What follows belongs to an exercise in optimizing a design on an open flow for small area and few clock cycles; a production flow would make more cautious choices. Function was checked by simulation only, so behaviour that the tests miss may differ from the original. Power is estimated from default activity; no workload was simulated.

## flow/run.sh

```bash
#!/bin/bash
# synth_recipe.tcl (not shown) runs the flow's synth.tcl, then flattens the netlist and writes it again
# the make line also repeats each setting of config.mk as NAME=value (left out here)
make -C /OpenROAD-flow-scripts/flow DESIGN_CONFIG=/design/flow/config.mk WORK_HOME=/design/flow/orfs CLKGATE_MAP_FILE= SYNTH_SCRIPT=/design/flow/synth_recipe.tcl finish
```

## flow/config.mk

```make
export PLATFORM = sky130hd
export DESIGN_NAME = crush_fp
export DESIGN_NICKNAME = crush_fp
export VERILOG_FILES = /design/flow/design.v
export SDC_FILE = /design/flow/constraint.sdc
export NUM_CORES = 4
export LEC_CHECK = 0
export CAP_MARGIN = 20
export CORE_MARGIN = 2
export CORE_UTILIZATION = 40
export SLEW_MARGIN = 20
```

## flow/constraint.sdc

```tcl
create_clock -name core_clock -period 10.0 [get_ports {clk}]
set_input_delay 2.0000 -clock core_clock [delete_from_list [all_inputs] [get_ports {clk}]]
set_output_delay 2.0000 -clock core_clock [all_outputs]
set_load 0.01 [all_outputs]
```

## flow/design.v

```verilog
module crush_parser #(
    parameter [7:0] SENTINEL = 8'h24,
    parameter       CAPACITY = 80
) (
    input  wire        clk,
    input  wire        rst,
    input  wire        rx_valid,
    input  wire [7:0]  rx_data,
    output wire        rx_ready,
    input  wire        can_take,      
    input  wire        ring_busy,     
    output wire [2:0]  err,           
    output wire        dispatch,      
    output reg         cmd_r,
    output reg         cmd_j,
    output reg  [31:0] address,
    output reg  [6:0]  payload_len,
    output wire        len_nz,        
    output wire        wr_en,
    output wire [7:0]  wr_data,
    output wire [6:0]  age_next       
);
    localparam [3:0] S_WAIT = 4'd0,
                     S_CMD  = 4'd1,
                     S_WID  = 4'd2,
                     S_LH   = 4'd3,
                     S_LL   = 4'd4,
                     S_ADDR = 4'd5,
                     S_PH   = 4'd6,
                     S_PL   = 4'd7,
                     S_CH   = 4'd8,
                     S_CL   = 4'd9;
    reg  [3:0]  state;
    reg  [7:0]  remaining;
    reg  [7:0]  ck_acc;
    reg  [2:0]  k;          
    reg  [3:0]  hold;       
    reg  [3:0]  nz;         
    reg  [6:0]  age;        
    wire [7:0] b = rx_data;
    wire       is_digit = (b >= 8'h30) && (b <= 8'h39);
    wire       is_upper = (b >= 8'h41) && (b <= 8'h46);
    wire       is_lower = (b >= 8'h61) && (b <= 8'h66);
    wire       is_hex   = is_digit || is_upper || is_lower;
    wire [3:0] nib      = is_digit ? b[3:0] : (b[3:0] + 4'd9);
    wire       is_req   = (b == 8'h57) || (b == 8'h52) || (b == 8'h4A);
    wire       is_wid   = (b == 8'h31) || (b == 8'h32) || (b == 8'h33);
    wire [7:0] rem_dec  = remaining - 8'd1;
    wire       rem_zero = (remaining == 8'd0);
    wire       rem_one  = (remaining == 8'd1);
    wire       more_pl  = (rem_dec[7:2] != 6'd0);       
    wire [7:0] ck_low   = ck_acc + {4'd0, nib};
    wire       keep     = !cmd_j;                       
    wire       full     = (payload_len == CAPACITY);
    wire [6:0] pl_m40   = payload_len - 7'd40;
    wire [6:0] due      = (payload_len < 7'd40) ? {payload_len[5:0], 1'b0} - 7'd1
                                                : {pl_m40[5:0], 1'b0};
    wire       slot_ok  = (payload_len == 7'd0) || (age == due) || full;
    assign rx_ready = !((state == S_CL) && !can_take) &&
                      !((state == S_PL) && keep && (ring_busy || !slot_ok));
    wire fire = rx_valid && rx_ready;
    reg e_parse, e_ck, e_ovf, disp;
    always @(*) begin
        e_parse = 1'b0;
        e_ck    = 1'b0;
        e_ovf   = 1'b0;
        disp    = 1'b0;
        case (state)
            S_WAIT: ;
            S_CMD:  e_parse = !is_req;
            S_WID:  e_parse = !is_wid;
            S_LH, S_LL, S_PH: e_parse = !is_hex;
            S_ADDR, S_CH: e_parse = !is_hex || rem_zero;
            S_PL: begin
                e_parse = !is_hex;
                e_ovf   = is_hex && full;
            end
            S_CL: begin
                e_parse = !is_hex || !rem_one;
                e_ck    = is_hex && rem_one && (ck_low != 8'd0);
                disp    = is_hex && rem_one && (ck_low == 8'd0);
            end
            default: e_parse = 1'b1;
        endcase
    end
    assign err      = fire ? {e_ovf, e_ck, e_parse} : 3'b000;
    assign dispatch = fire && disp;
    assign len_nz   = (nz != 4'd0);
    assign wr_en    = fire && (state == S_PL) && is_hex && keep && !full;
    assign wr_data  = {hold, nib};
    assign age_next = (wr_en && (payload_len == 7'd0)) ? 7'd0 :
                      (age == 7'd79) ? 7'd0 : age + 7'd1;
    always @(posedge clk) age <= age_next;
    always @(posedge clk) begin
        if (rst) begin
            state <= S_WAIT;
        end else if (fire) begin
            if (e_parse || e_ck || e_ovf || disp) begin
                state <= S_WAIT;
            end else begin
                case (state)
                    S_WAIT: if (b == SENTINEL) begin
                        ck_acc      <= 8'd0;
                        address     <= 32'd0;
                        nz          <= 4'd0;
                        payload_len <= 7'd0;
                        state       <= S_CMD;
                    end
                    S_CMD: begin
                        cmd_r  <= b[4] && !b[0];         
                        cmd_j  <= !b[4];                 
                        ck_acc <= ck_acc + b;
                        state  <= S_WID;
                    end
                    S_WID: begin
                        k      <= {b[1:0], 1'b1};        
                        ck_acc <= ck_acc + b;
                        state  <= S_LH;
                    end
                    S_LH: begin
                        remaining <= {nib, 4'd0};
                        ck_acc    <= ck_acc + b;
                        state     <= S_LL;
                    end
                    S_LL: begin
                        remaining <= {remaining[7:4], nib};
                        ck_acc    <= ck_acc + b;
                        state     <= S_ADDR;
                    end
                    S_ADDR: begin
                        remaining <= rem_dec;
                        address   <= {address[27:0], nib};
                        ck_acc    <= ck_acc + b;
                        k         <= k - 3'd1;
                        if (k == 3'd0)
                            state <= more_pl ? S_PH : S_CH;
                    end
                    S_PH: begin
                        remaining <= rem_dec;
                        hold      <= nib;
                        ck_acc    <= ck_acc + b;
                        state     <= S_PL;
                    end
                    S_PL: begin
                        remaining   <= rem_dec;
                        nz          <= {nz[2:0], (wr_data != 8'd0)};
                        payload_len <= payload_len + 7'd1;
                        ck_acc      <= ck_acc + b;
                        state       <= more_pl ? S_PH : S_CH;
                    end
                    S_CH: begin
                        remaining <= rem_dec;
                        ck_acc    <= ck_acc + {nib, 4'd0};
                        state     <= S_CL;
                    end
                    default: state <= S_WAIT;
                endcase
            end
        end
    end
endmodule
module crush_encoder #(
    parameter [7:0] SENTINEL   = 8'h24,
    parameter [7:0] TERMINATOR = 8'h0A
) (
    input  wire        clk,
    input  wire        rst,
    output wire        free,          
    input  wire        take_req,      
    input  wire        req_r,
    input  wire        req_j,
    input  wire [31:0] req_addr,
    input  wire [6:0]  req_n,         
    input  wire        req_nz,        
    input  wire        take_ind,      
    input  wire [31:0] ind_addr,
    input  wire [2:0]  ind_len,
    input  wire [31:0] ind_data,
    input  wire [6:0]  ring_age,      
    output wire [6:0]  ring_row,
    input  wire [7:0]  ring_rdata,
    output wire        ring_busy,     
    output wire        mem_valid,
    output wire [1:0]  mem_op,
    output wire [31:0] mem_addr,
    output wire [7:0]  mem_wdata,
    input  wire        mem_ready,
    input  wire [15:0] mem_rdata,
    output reg         tx_valid,
    output reg  [7:0]  tx_data,
    input  wire        tx_ready
);
    localparam [3:0] E_IDLE = 4'd0,
                     E_WR   = 4'd1,
                     E_INV  = 4'd2,
                     E_SENT = 4'd3,
                     E_CMD  = 4'd4,
                     E_WID  = 4'd5,
                     E_LH   = 4'd6,
                     E_LL   = 4'd7,
                     E_ADDR = 4'd8,
                     E_PH   = 4'd9,
                     E_PL   = 4'd10,
                     E_CH   = 4'd11,
                     E_CL   = 4'd12,
                     E_TERM = 4'd13;
    localparam [1:0] T_W = 2'd0, T_R = 2'd1, T_J = 2'd2, T_I = 2'd3;
    function [7:0] hex;
        input [3:0] v;
        hex = (v <= 4'd9) ? (8'h30 + {4'd0, v}) : (8'h37 + {4'd0, v});
    endfunction
    reg [3:0]  st;
    reg [1:0]  typ;
    reg [31:0] base;        
    reg [31:0] remain;      
    reg [6:0]  idx;         
    reg [7:0]  data;        
    reg        have;        
    reg [7:0]  ckn;         
    reg [6:0]  dage;        
    wire is_r = (typ == T_R);
    wire is_j = (typ == T_J);
    wire is_i = (typ == T_I);
    wire [1:0] w      = (base[31:16] == 16'd0) ? 2'd1 :
                        (base[31:24] == 8'd0)  ? 2'd2 : 2'd3;
    wire       big    = (remain[31:6] != 26'd0) || (remain[5:0] > 6'd34);
    wire [5:0] chunk  = big ? 6'd34 : remain[5:0];
    wire [6:0] nf     = is_r ? {1'b0, chunk} : is_j ? 7'd2 : is_i ? {4'd0, data[2:0]} : 7'd0;
    wire [7:0] llv    = {5'd0, w, 1'b0} + {nf, 1'b0} + 8'd4;
    wire       last   = !(is_r && big);
    wire [3:0] anib   = base[{idx[2:0], 2'b00} +: 4];
    reg  [6:0] row;
    wire       adv    = ((st == E_WR) && mem_ready) || loading;
    wire [6:0] rstep  = !adv ? 7'd1 : (idx == 7'd39) ? 7'd78 : 7'd79;    
    wire [7:0] rsum   = {1'b0, row} + {1'b0, rstep};
    assign ring_row   = row;
    wire [6:0] zs    = (dage == 7'd79) ? 7'd0 : dage + 7'd1;
    wire [6:0] jz    = zs[0] ? (7'd40 + {1'b0, zs[6:1]}) : {1'b0, zs[6:1]};
    assign ring_busy = (st == E_WR) && (idx <= jz) && (jz < data[6:0]);
    reg  loading;
    assign mem_addr  = base + {25'd0, idx};
    assign mem_wdata = ring_rdata;
    wire rd_ph   = (st == E_PH) && is_r;
    assign mem_valid = (st == E_WR) || (st == E_INV) || (rd_ph && !have);
    assign mem_op    = (st == E_WR) ? 2'd1 : (st == E_INV) ? 2'd3 : 2'd2;
    wire mem_fire    = mem_valid && mem_ready;
    reg [3:0] dn;
    always @(*) begin
        case (st)
            E_LH:   dn = llv[7:4];
            E_LL:   dn = llv[3:0];
            E_ADDR: dn = anib;
            E_PH:   dn = is_r ? (have ? data[7:4] : mem_rdata[7:4]) : remain[31:28];
            E_PL:   dn = is_r ? data[3:0] : remain[27:24];
            E_CH:   dn = ckn[7:4];
            default: dn = ckn[3:0];
        endcase
        case (st)
            E_SENT: tx_data = SENTINEL;
            E_CMD:  tx_data = is_r ? 8'h72 : is_j ? 8'h6A : is_i ? 8'h49 : 8'h77;
            E_WID:  tx_data = {6'b001100, w};
            E_TERM: tx_data = TERMINATOR;
            default: tx_data = hex(dn);
        endcase
        tx_valid = !((st == E_IDLE) || (st == E_WR) || (st == E_INV) ||
                     (rd_ph && !have && !mem_ready) || ((st == E_LH) && loading));
    end
    wire fire = tx_valid && tx_ready;
    assign free = (st == E_IDLE) || ((st == E_TERM) && tx_ready && last);
    always @(posedge clk) begin
        dage <= (dage == 7'd79) ? 7'd0 : dage + 7'd1;
        row  <= (rsum >= 8'd80) ? rsum[6:0] - 7'd80 : rsum[6:0];
        if (rst) begin
            st      <= E_IDLE;
            have    <= 1'b0;
            loading <= 1'b0;
        end else begin
            if (loading) begin
                remain <= {remain[23:0], ring_rdata};
                idx    <= idx + 7'd1;
                if (idx + 7'd1 == data[6:0]) loading <= 1'b0;
            end
            case (st)
                E_WR: if (mem_ready) begin
                    idx <= idx + 7'd1;
                    if (idx + 7'd1 == data[6:0]) st <= E_SENT;
                end
                E_INV: if (mem_ready) begin
                    remain[31:16] <= mem_rdata;
                    st <= E_SENT;
                end
                E_SENT: if (fire) begin ckn <= 8'd0; st <= E_CMD; end
                E_CMD:  if (fire) begin ckn <= ckn - tx_data; st <= E_WID; end
                E_WID:  if (fire) begin ckn <= ckn - tx_data; st <= E_LH; end
                E_LH:   if (fire) begin ckn <= ckn - tx_data; st <= E_LL; end
                E_LL:   if (fire) begin
                    ckn <= ckn - tx_data;
                    idx <= {4'd0, w, 1'b1};
                    st  <= E_ADDR;
                end
                E_ADDR: if (fire) begin
                    ckn <= ckn - tx_data;
                    idx <= idx - 7'd1;
                    if (idx[2:0] == 3'd0) begin
                        idx <= 7'd0;
                        st  <= (nf == 7'd0) ? E_CH : E_PH;
                    end
                end
                E_PH: begin
                    if (mem_fire) data <= mem_rdata[7:0];
                    if (fire) begin
                        ckn  <= ckn - tx_data;
                        have <= 1'b0;
                        st   <= E_PL;
                    end else if (mem_fire) begin
                        have <= 1'b1;
                    end
                end
                E_PL: if (fire) begin
                    ckn <= ckn - tx_data;
                    if (!is_r) remain <= {remain[23:0], ring_rdata};
                    idx <= idx + 7'd1;
                    st  <= (idx + 7'd1 == nf) ? E_CH : E_PH;
                end
                E_CH: if (fire) st <= E_CL;
                E_CL: if (fire) st <= E_TERM;
                E_TERM: if (fire) begin
                    if (!last) begin
                        base   <= mem_addr;             
                        remain <= remain - 32'd34;
                        st     <= E_SENT;
                    end else begin
                        st <= E_IDLE;
                    end
                end
                default: ;
            endcase
            if (free && take_ind) begin
                typ    <= T_I;
                base   <= ind_addr;
                remain <= ind_data;
                data   <= {5'd0, ind_len};
                st     <= E_SENT;
            end else if (free && take_req) begin
                typ    <= {req_j, req_r};
                base   <= req_addr;
                data   <= {1'b0, req_n};
                idx    <= 7'd0;
                if (req_r) remain <= 32'd0;
                dage   <= ring_age;
                row    <= ring_age;
                loading <= req_r && req_nz;
                if (req_j)      st <= E_INV;
                else if (req_r) st <= req_nz ? E_SENT : E_IDLE;
                else            st <= (req_n == 7'd0) ? E_SENT : E_WR;
            end
        end
    end
endmodule
module crush_fp (
    input  wire        clk,
    input  wire        rst,
    input  wire        rx_valid,
    input  wire [7:0]  rx_data,
    output wire        rx_ready,
    output wire        tx_valid,
    output wire [7:0]  tx_data,
    input  wire        tx_ready,
    input  wire        ind_valid,
    input  wire [31:0] ind_addr,
    input  wire [2:0]  ind_len,
    input  wire [31:0] ind_data,
    output wire        ind_ready,
    output wire        mem_valid,
    output wire [1:0]  mem_op,        
    output wire [31:0] mem_addr,
    output wire [7:0]  mem_wdata,
    input  wire        mem_ready,
    input  wire [15:0] mem_rdata,
    output reg  [2:0]  status
);
    localparam [7:0] SENTINEL = 8'h24;
    localparam       CAPACITY = 80;
    wire        free, dispatch, p_r, p_j, wr_en, ring_busy;
    wire [2:0]  p_err;
    wire [31:0] p_addr;
    wire        p_nz;
    wire [6:0]  p_n, age_next, rd_row;
    wire [7:0]  wr_data, rd_data;
    assign ind_ready = free;
    crush_parser #(.SENTINEL(SENTINEL), .CAPACITY(CAPACITY)) u_parser (
        .clk(clk), .rst(rst),
        .rx_valid(rx_valid), .rx_data(rx_data), .rx_ready(rx_ready),
        .can_take(free && !ind_valid),
        .ring_busy(ring_busy),
        .err(p_err), .dispatch(dispatch),
        .cmd_r(p_r), .cmd_j(p_j), .address(p_addr), .payload_len(p_n), .len_nz(p_nz),
        .wr_en(wr_en), .wr_data(wr_data), .age_next(age_next)
    );
    reg [8*CAPACITY-1:0] ring;
    always @(posedge clk)
        ring <= {ring[8*CAPACITY-9:0], wr_en ? wr_data : ring[8*CAPACITY-1 -: 8]};
    wire [127:0] rd_hot = 128'd1 << rd_row;
    reg  [7:0]   rd_sel;
    integer r;
    always @(*) begin
        rd_sel = 8'd0;
        for (r = 0; r < CAPACITY; r = r + 1)
            rd_sel = rd_sel | (ring[8*r +: 8] & {8{rd_hot[r]}});
    end
    assign rd_data = rd_sel;
    crush_encoder #(.SENTINEL(SENTINEL)) u_enc (
        .clk(clk), .rst(rst),
        .free(free),
        .take_req(dispatch), .req_r(p_r), .req_j(p_j),
        .req_addr(p_addr), .req_n(p_n), .req_nz(p_nz),
        .take_ind(ind_valid), .ind_addr(ind_addr), .ind_len(ind_len), .ind_data(ind_data),
        .ring_age(age_next), .ring_row(rd_row), .ring_rdata(rd_data), .ring_busy(ring_busy),
        .mem_valid(mem_valid), .mem_op(mem_op), .mem_addr(mem_addr), .mem_wdata(mem_wdata),
        .mem_ready(mem_ready), .mem_rdata(mem_rdata),
        .tx_valid(tx_valid), .tx_data(tx_data), .tx_ready(tx_ready)
    );
    always @(posedge clk) begin
        if (rst) status <= 3'b000;
        else     status <= status | p_err;
    end
endmodule
```

==> results of run 1 <==
[synth_stat cells, types with 79 or more instances]
| library cell | count | area [um2] |
|---|---|---|
| a21oi_1 | 140 | 701 |
| a22oi_1 | 94 | 706 |
| clkbuf_1 | 169 | 634 |
| dfxtp_1 | 674 | 13500 |
| edfxtp_1 | 157 | 4710 |
| ha_1 | 80 | 1000 |
| inv_1 | 85 | 319 |
| nand2_1 | 239 | 897 |
| nand3_1 | 153 | 766 |
| nor2_1 | 169 | 634 |
| o21ai_0 | 118 | 591 |
| xnor2_1 | 79 | 692 |
[worst register-to-register path: cells and delay by family (launching register included)]
kind	cells	cell delay, ns
AND/OR/NAND/NOR	9	2.50
AO/OA/AOI/OAI	9	1.86
adder cells (fa/ha/maj)	5	1.38
flip-flops	1	0.53
multiplexers	2	0.28
buffers and inverters	3	0.23
[flip-flops by register name, summed over array words and instances, names as in the netlist, 8 cells and up]
signal and cells:
u_enc.data 8, u_parser.remaining 8, ring 640, u_enc.remain 32, u_enc.ckn 8, u_parser.address 32
u_enc.base 32, u_parser.ck_acc 8
[worst paths after layout]
path	slack (ns)	start	to	cells after the start
worst min register to register	0.32	ring[578]$_DFF_P_	ring[586]$_DFF_P_	0
worst max register to register	3.09	u_enc.remain[17]$_DFFE_PN_	u_enc.ckn[7]$_SDFFCE_PN0P_	28
worst min-delay path	0.32	ring[578]$_DFF_P_	ring[586]$_DFF_P_	0
worst max-delay path	1.59	u_enc.remain[17]$_DFFE_PN_	tx_data[6]	20
[metal layers]
layer,vias to the layer above,share of wire (%)
li1,12700,-
met1,13900,44
met2,1540,42
met3,283,10
met4,12,4.0
met5,-,0.065
[area by class of cell]
| class | count | area [um2] | area share, % |
|---|---|---|---|
| Multi-Input combinational cell | 2187 | 15100 | 37.6 |
| Timing Repair Buffer | 230 | 2130 | 5.29 |
| Clock buffer | 123 | 2550 | 6.35 |
| Tap cell | 1144 | 1430 | 3.56 |
| Antenna cell | 3 | 7.51 | 0.0187 |
| Inverter | 86 | 323 | 0.803 |
| Sequential cell | 831 | 18200 | 45.3 |
| Clock inverter | 35 | 429 | 1.07 |
[through the flow]
step / std cells / hold WS, ns / setup WS [ns] / power (W)
final: 4639 / 0.322 / 1.59 / 0.00976
after global routing: 4637 / 0.335 / 1.17 / 0.0100
after CTS: 4636 / 0.334 / 1.59 / 0.00968
after detailed placement: 4478 / 0.327 / 2.15 / 0.00638
after global placement: 4477 / 0.326 / 2.22 / 0.00637
after floorplan: 3335 / 0.323 / 2.43 / 0.00513
[kinds of logic after synthesis]
family / share of synthesized area [%]
other cells: 0.0109
buf+inv: 3.62
simple gates: 15.7
xor+xnor: 2.98
compound gates: 17.7
fa+ha+maj: 3.38
flops: 53.0
mux: 3.56
[placed cells by master (no fill, tap or decap), types with 22 or more instances in the layout]
master,instances
nor4_1,26
ha_1,80
a221oi_1,32
nand3b_1,22
nand4_1,58
clkbuf_16,89
and2_1,25
nand2b_1,27
o21ai_0,118
xnor2_1,79
mux2_2,36
edfxtp_1,157
a31oi_1,48
buf_4,77
nor2_1,164
nor3_1,65
mux2i_1,58
a22o_1,72
a22oi_1,94
inv_1,84
a211oi_1,30
nand2_1,239
nand3_1,153
a21oi_1,139
nor2b_1,28
o22ai_1,28
dfxtp_1,666
clkdlybuf4s50_1,152
and3_1,63
xor2_1,38
a21o_1,49
[where the power goes]
group | internal (W) | switching (W)
clock | 0.00193 | 0.00141
combinational | 0.000826 | 0.00183
sequential | 0.00352 | 0.000231
total | 0.00628 | 0.00348
==> impl_metrics.toml, run 1 <==
[logic_synthesis]
synth-seq-cells = 831
ys_async_sr_fraction_pct = 0
seq_area_frac_synth_pct = 53.0
avgSynthCellArea_um2 = 10.3
synth_edf_count = 157
synth_nets = 3519
ys.flop_type = "dfxtp_1"
synth_area_um2 = 34300
synth_cell_type_count = 95
yosysWarnings = 3
syn_inst = 3335

[critical_path]
path_cells = "or4_1 -> or4b_1 -> nor2_1 -> a22o_1 -> ha_1 -> inv_1 -> ha_1 -> inv_1 -> fa_1 -> nor3_1 -> mux2i_1 -> a21oi_1 -> inv_1 -> ha_1 -> nor2_1 -> o21ai_1 -> o21bai_1 -> a221o_1 -> inv_1 -> clkdlybuf4s50_1"
arrival_ns = 6.41
start_kind = "flop"
cp_slowest_cell = "or4b_1"
worstSetupPathType = "reg -> out"
cp_top_family = "simple AND/OR/NAND/NOR gates"
cp-end-kind = "output pin"
slowest_delay_ns = 0.71
path_max_fanout = 10
cp_common_cell = "inv_1"
path_buf_inv = 5
required_ns = 8.00

[global_routing]
antenna_found_initial = 10
grt_pass1_wl_mm = 180
grtUsageMet3_pct = 5.73
grt_max_degree = 74
globalRouteMet1Util_pct = 38.6
grt_usage_pct = 26.9
grt_most_used_layer = "met2"
grt_pass1_vias = 26900
use_met2_pct = 39.4
grt_overflow = 0

[floorplan]
die_y_um = 297
dieArea_um2 = 88200
die_width_um = 297
core_area_um2 = 85100
start_util_pct = 40.3
io_pins = 154
rows = 107

[layout]
fillerInstances = 7979
layout-drive-gt1-share_pct = 9.65
final_area_um2 = 40200
fin_util_pct = 47.2
syn_to_final_growth_pct = 17.1
nNetsFinal = 3606

[status]
status = "timing/DRC/antenna clean"

[clock_network]
cts_buffers = 86
cts_resized = 0
clk_pin_slew_ns = 0.07
ctsHoldBuffers = 0
ctsHtreeMaxLevel = 3
cts_tree = "built"
clk_latency_ns = 0.67
cts.root.buffer_cell = "clkbuf_16"
cts_buffer_depth = 3
post_cts_buffers = 0
cts.sinks = 831

[placement]
gp_congestion = 0.943
hpwlAfterDp_mm = 83.5
portBuffers = 152
dpl_cell_area_um2 = 37200

[timing]
finalClockSkew_ns = 0.0517
fin_setup_tns_ns = 0
rsz0062_at_grt = "false"
maxSlewViolCount = 0
report.final.setup_viol = 0
fmax_ghz = 0.119
finalCriticalPeriod_ns = 8.41
worst_pin_slew_ns = 1.17
relSlewSlack_pct = 21.7
finalHoldViolCount = 0
period_share_pct = 84.1

[routing]
final_antenna_net_count = 0
wl_per_cell_um = 26.4
firstDrtPassIters = 6
routed_wl_mm = 122
first_iter_violations = 3503
drc = 0
num_vias = 28400
via_per_inst = 6.13

[pwr]
p_per_area_nw_per_um2 = 243
vdd_ir_drop_max_v = 0.000174
p_leak_nw = 14.9

[min_path]
worstHoldPathType = "reg -> reg"

[flow_run]
drv_cap = 0
Testbench counts, summed over its fixed seeds: cycles 44,711.
==> run 2, diff against run 1 <==
--- a/flow/design.v
+++ b/flow/design.v
@@ -9,6 +9,7 @@
     output wire        rx_ready,
     input  wire        can_take,      
     input  wire        ring_busy,     
+    input  wire        b0_ok,         
     output wire [2:0]  err,           
     output wire        dispatch,      
     output reg         cmd_r,
@@ -55,7 +56,7 @@
     wire [6:0] pl_m40   = payload_len - 7'd40;
     wire [6:0] due      = (payload_len < 7'd40) ? {payload_len[5:0], 1'b0} - 7'd1
                                                 : {pl_m40[5:0], 1'b0};
-    wire       slot_ok  = (payload_len == 7'd0) || (age == due) || full;
+    wire       slot_ok  = ((payload_len == 7'd0) && b0_ok) || (age == due) || full;
     assign rx_ready = !((state == S_CL) && !can_take) &&
                       !((state == S_PL) && keep && (ring_busy || !slot_ok));
     wire fire = rx_valid && rx_ready;
@@ -180,6 +181,7 @@
     output wire [6:0]  ring_row,
     input  wire [7:0]  ring_rdata,
     output wire        ring_busy,     
+    output wire        ring_even,     
     output wire        mem_valid,
     output wire [1:0]  mem_op,
     output wire [31:0] mem_addr,
@@ -236,7 +238,8 @@
     assign ring_row   = row;
     wire [6:0] zs    = (dage == 7'd79) ? 7'd0 : dage + 7'd1;
     wire [6:0] jz    = zs[0] ? (7'd40 + {1'b0, zs[6:1]}) : {1'b0, zs[6:1]};
-    assign ring_busy = (st == E_WR) && (idx <= jz) && (jz < data[6:0]);
+    assign ring_busy = ((st == E_WR) || loading) && (idx <= jz) && (jz < data[6:0]);
+    assign ring_even = ((st == E_WR) || loading) && !zs[0];
     reg  loading;
     assign mem_addr  = base + {25'd0, idx};
     assign mem_wdata = ring_rdata;
@@ -388,11 +391,41 @@
     wire [6:0]  p_n, age_next, rd_row;
     wire [7:0]  wr_data, rd_data;
     assign ind_ready = free;
+    reg         q_valid, q_r, q_j, q_nz;
+    reg  [31:0] q_addr;
+    reg  [6:0]  q_n, q_age;
+    wire [6:0]  q_age_next = (q_age == 7'd79) ? 7'd0 : q_age + 7'd1;
+    wire        d_open  = free && !ind_valid;
+    wire        q_drain = d_open && q_valid;
+    wire        q_load  = dispatch;
+    wire        d_ring_busy;
+    wire [6:0]  q_zs = q_age_next;
+    wire [6:0]  q_jz = q_zs[0] ? (7'd40 + {1'b0, q_zs[6:1]}) : {1'b0, q_zs[6:1]};
+    assign ring_busy = d_ring_busy || (q_valid && !q_j && (q_jz < q_n));
+    wire        d_ring_even;
+    wire        b0_ok = (q_valid && !q_j && (q_n != 7'd0)) ? q_zs[0] : !d_ring_even;
+    always @(posedge clk) begin
+        q_age <= q_age_next;
+        if (rst) begin
+            q_valid <= 1'b0;
+        end else begin
+            if (q_drain) q_valid <= 1'b0;
+            if (q_load) begin
+                q_valid <= 1'b1;
+                q_r     <= p_r;
+                q_j     <= p_j;
+                q_nz    <= p_nz;
+                q_addr  <= p_addr;
+                q_n     <= p_n;
+                q_age   <= age_next;
+            end
+        end
+    end
     crush_parser #(.SENTINEL(SENTINEL), .CAPACITY(CAPACITY)) u_parser (
         .clk(clk), .rst(rst),
         .rx_valid(rx_valid), .rx_data(rx_data), .rx_ready(rx_ready),
-        .can_take(free && !ind_valid),
-        .ring_busy(ring_busy),
+        .can_take(!q_valid || d_open),
+        .ring_busy(ring_busy), .b0_ok(b0_ok),
         .err(p_err), .dispatch(dispatch),
         .cmd_r(p_r), .cmd_j(p_j), .address(p_addr), .payload_len(p_n), .len_nz(p_nz),
         .wr_en(wr_en), .wr_data(wr_data), .age_next(age_next)
@@ -412,10 +445,13 @@
     crush_encoder #(.SENTINEL(SENTINEL)) u_enc (
         .clk(clk), .rst(rst),
         .free(free),
-        .take_req(dispatch), .req_r(p_r), .req_j(p_j),
-        .req_addr(p_addr), .req_n(p_n), .req_nz(p_nz),
+        .take_req(q_valid),
+        .req_r(q_r), .req_j(q_j),
+        .req_addr(q_addr), .req_n(q_n),
+        .req_nz(q_nz),
         .take_ind(ind_valid), .ind_addr(ind_addr), .ind_len(ind_len), .ind_data(ind_data),
-        .ring_age(age_next), .ring_row(rd_row), .ring_rdata(rd_data), .ring_busy(ring_busy),
+        .ring_age(q_age_next), .ring_row(rd_row), .ring_rdata(rd_data),
+        .ring_busy(d_ring_busy), .ring_even(d_ring_even),
         .mem_valid(mem_valid), .mem_op(mem_op), .mem_addr(mem_addr), .mem_wdata(mem_wdata),
         .mem_ready(mem_ready), .mem_rdata(mem_rdata),
         .tx_valid(tx_valid), .tx_data(tx_data), .tx_ready(tx_ready)
==> flow/flow/run.sh (new file) <==
#!/bin/bash
# The standard layout (standard.sh), with smaller port buffers and a clock
# tree built from smaller buffers without dummy loads.
set -euo pipefail
export BUFFER_PORTS_ARGS="-buffer_cell sky130_fd_sc_hd__buf_1"
export CTS_ARGS="-sink_clustering_enable -repair_clock_nets -dont_use_dummy_load -buf_list sky130_fd_sc_hd__clkbuf_16 -sink_clustering_size 24 -sink_clustering_max_diameter 80"
bash standard.sh > standard.log 2>&1
==> flow/standard.sh (new file) <==
#!/bin/bash
# synth_recipe.tcl (not shown) runs the flow's synth.tcl, then flattens the netlist and writes it again
# the make line also repeats each setting of config.mk as NAME=value (left out here)
make -C /OpenROAD-flow-scripts/flow DESIGN_CONFIG=/design/flow/config.mk WORK_HOME=/design/flow/orfs CLKGATE_MAP_FILE= SYNTH_SCRIPT=/design/flow/synth_recipe.tcl "${@:-finish}"
removed: flow/run.sh
==> impl_metrics.toml, run 2 <==
[status]
status = "timing/DRC/antenna clean"

[critical_path]
cp_top_family = "simple AND/OR/NAND/NOR gates"
arrival_ns = 6.27
path_buf_inv = 4
start_kind = "flop"
worstSetupPathType = "reg -> out"
ff2ff_setup_slack_ns = 2.68
path_cells = "or4_1 -> or4_1 -> nor4_4 -> a21o_1 -> ha_1 -> inv_1 -> ha_1 -> inv_1 -> fa_1 -> a211o_1 -> a31oi_1 -> inv_1 -> ha_1 -> nor2_1 -> o31a_1 -> mux2i_1 -> nor2_1 -> or2_1 -> buf_1"
slowest_delay_ns = 0.68
cp-end-kind = "output pin"
cp_slowest_cell = "or4_1"
path_max_fanout = 10
required_ns = 8.00

[logic_synthesis]
synthTopCellsByArea = "dfxtp_1, edfxtp_1, ha_1"
synth_edf_count = 199
synth_nets = 3672
syn_inst = 3480
yosysTopAreaCellShare_pct = 37.7
avgSynthCellArea_um2 = 10.4
synth-seq-cells = 881
synth.most_common_cell = "dfxtp_1"
synth_area_um2 = 36200
synth_cell_type_count = 98
yosys.area.top_type = "dfxtp_1"
synth_commonest_cells = "dfxtp_1, clkbuf_1, edfxtp_1, nand2_1, a21oi_1"
yosysWarnings = 3
ys_async_sr_fraction_pct = 0
seq_area_frac_synth_pct = 54.2
ys.flop_type = "dfxtp_1"

[floorplan]
dieArea_um2 = 93000
rows = 110
die_y_um = 305
die_width_um = 305
core_area_um2 = 89900
io_pins = 154
start_util_pct = 40.3

[routing]
via_per_inst = 6.01
routed_wl_mm = 115
first_iter_violations = 3260
firstDrtPassIters = 8
num_vias = 28300
drc = 0
wl_per_cell_um = 24.5
final_antenna_net_count = 0

[timing]
fin_setup_tns_ns = 0
hold_ws_ns = 0.257
report.final.setup_viol = 0
finalCriticalPeriod_ns = 8.27
relSlewSlack_pct = 22.7
worst_slack_ns = 1.73
maxSlewViolCount = 0
worst_pin_slew_ns = 1.16
finalClockSkew_ns = 0.108
finalHoldViolCount = 0
period_share_pct = 82.7
rsz0062_at_grt = "false"
fmax_ghz = 0.121

[clock_network]
clk_pin_slew_ns = 0.09
post_cts_buffers = 0
clk_latency_ns = 0.67
cts_buffer_depth = 3
cts.root.buffer_cell = "clkbuf_16"
ctsHtreeMaxLevel = 2
cts_tree = "built"
cts_buffers = 48
cts.sinks = 881
ctsHoldBuffers = 0
cts_resized = 0

[placement]
portBuffers = 152
pre_cts_slack_ns = 2.46
gp_congestion = 0.951
hpwlAfterDp_mm = 81.3

[pwr]
p_per_area_nw_per_um2 = 213
p_leak_nw = 14.3
vdd_ir_drop_max_v = 0.000181

[global_routing]
grt_overflow = 0
grt_pass1_wl_mm = 173
grt_usage_pct = 24.0
grt_pass1_vias = 27200
antenna_found_initial = 3
grt_max_degree = 48

[layout]
syn_to_final_growth_pct = 8.87
largest_reg_flops = 640
top_register = "ring"
fillerInstances = 8539
final_cell_mix = "dfxtp_1, nand2_1, edfxtp_1, a21oi_1, nor2_1"
nNetsFinal = 3726
mostFrequentLayoutCell = "dfxtp_1"
layout-drive-gt1-share_pct = 7.45

[min_path]
worstHoldPathType = "reg -> reg"

[flow_run]
drv_cap = 0
run 2: kinds of logic (layout without fill, tap and decap cells):
logic type / after synthesis / after routing / synth area share (%)
and+or+nand+nor: 974 / 974 / 14.0
AOI/OAI and AO/OA: 933 / 933 / 17.8
DFF: 881 / 881 / 54.2
buffers and inverters: 351 / 403 / 3.70
muxes: 124 / 124 / 3.98
xor gates and xnor gates: 121 / 121 / 2.95
adders and majority gates: 95 / 95 / 3.43
other: 1 / 6 / 0.0103
run 2: through the flow:
step / util [%] / total power, W / std cells / instance area (um2)
4_1_cts: 43.9 / 0.00836 / 4708 / 39400
3_3_place_gp: 42.5 / 0.00641 / 4658 / 38200
5_1_grt: 43.9 / 0.00870 / 4711 / 39400
2_1_floorplan: - / 0.00541 / 3480 / 36200
6_report: 43.9 / 0.00839 / 4713 / 39400
3_5_place_dp: 42.5 / 0.00642 / 4660 / 38200
run 2: worst paths after layout:
check                                                start                         end  depth (start not counted)
worst max-delay path            u_enc.remain[25]$_DFFE_PN_                  tx_data[1]                         19
worst min-delay path                      ring[16]$_DFF_P_            ring[24]$_DFF_P_                          0
worst max register to register  u_enc.remain[25]$_DFFE_PN_  u_enc.ckn[7]$_SDFFCE_PN0P_                         27
worst min register to register            ring[16]$_DFF_P_            ring[24]$_DFF_P_                          0
run 2: layer usage:
| metal | wire, um | vias to the layer above | GRT usage (%) | part of all wire [%] |
|---|---|---|---|---|
| met1 | 52300 | 13900 | 34.6 | 45 |
| met5 | 0 | - | 0 | 0 |
| met3 | 8600 | 169 | 3.39 | 7.5 |
| li1 | - | 13000 | - | - |
| met2 | 51400 | 1224 | 37.5 | 45 |
| met4 | 2940 | 0 | 6.76 | 2.5 |
run 2: area by class of cell:
cell class,instances,area (um2),area share [%]
tap,1176,1470,3.73
multi-input combinational,2248,15400,39.1
timing repair buffer,239,1250,3.18
sequential,881,19600,49.8
clock buffer,48,1200,3.05
antenna,5,12.5,0.0317
inverter,116,435,1.10
run 2: power breakdown:
part           leakage, nW  switching, W  internal, W
sequential            7.35      0.000185      0.00377
clock                0.592       0.00112     0.000854
combinational         6.34       0.00174     0.000727
Testbench counts of run 2, summed over its fixed seeds: cycles 42,119.

-- afterwards: timing with drivers on the ports --
How much do the figures lean on ideal ports? The routed layouts below were timed once more, with nothing changed but the port constraints. Step 1, drivers: a clkbuf_16 drives clk and a buf_2 each remaining input, both assumed. Step 2 also shifts input and output timing later by t, the mid clock arrival at the registers, as if the neighbouring blocks saw the same clock. Three values: ideal ports, drivers, drivers and shift; two values: the first two.
run	shift t [ns]	setup WS [ns]	worst setup path after step 2	worst register clock-pin slew, ns	worst slew at a driven data input, ns
run 1	0.716	1.593 / 1.523 / 2.059	input to register	0.07 / 0.07	0.08
run 2	0.677	1.730 / 1.662 / 2.339	register to output	0.10 / 0.10	0.11
After both steps setup and hold are still met in every run listed.
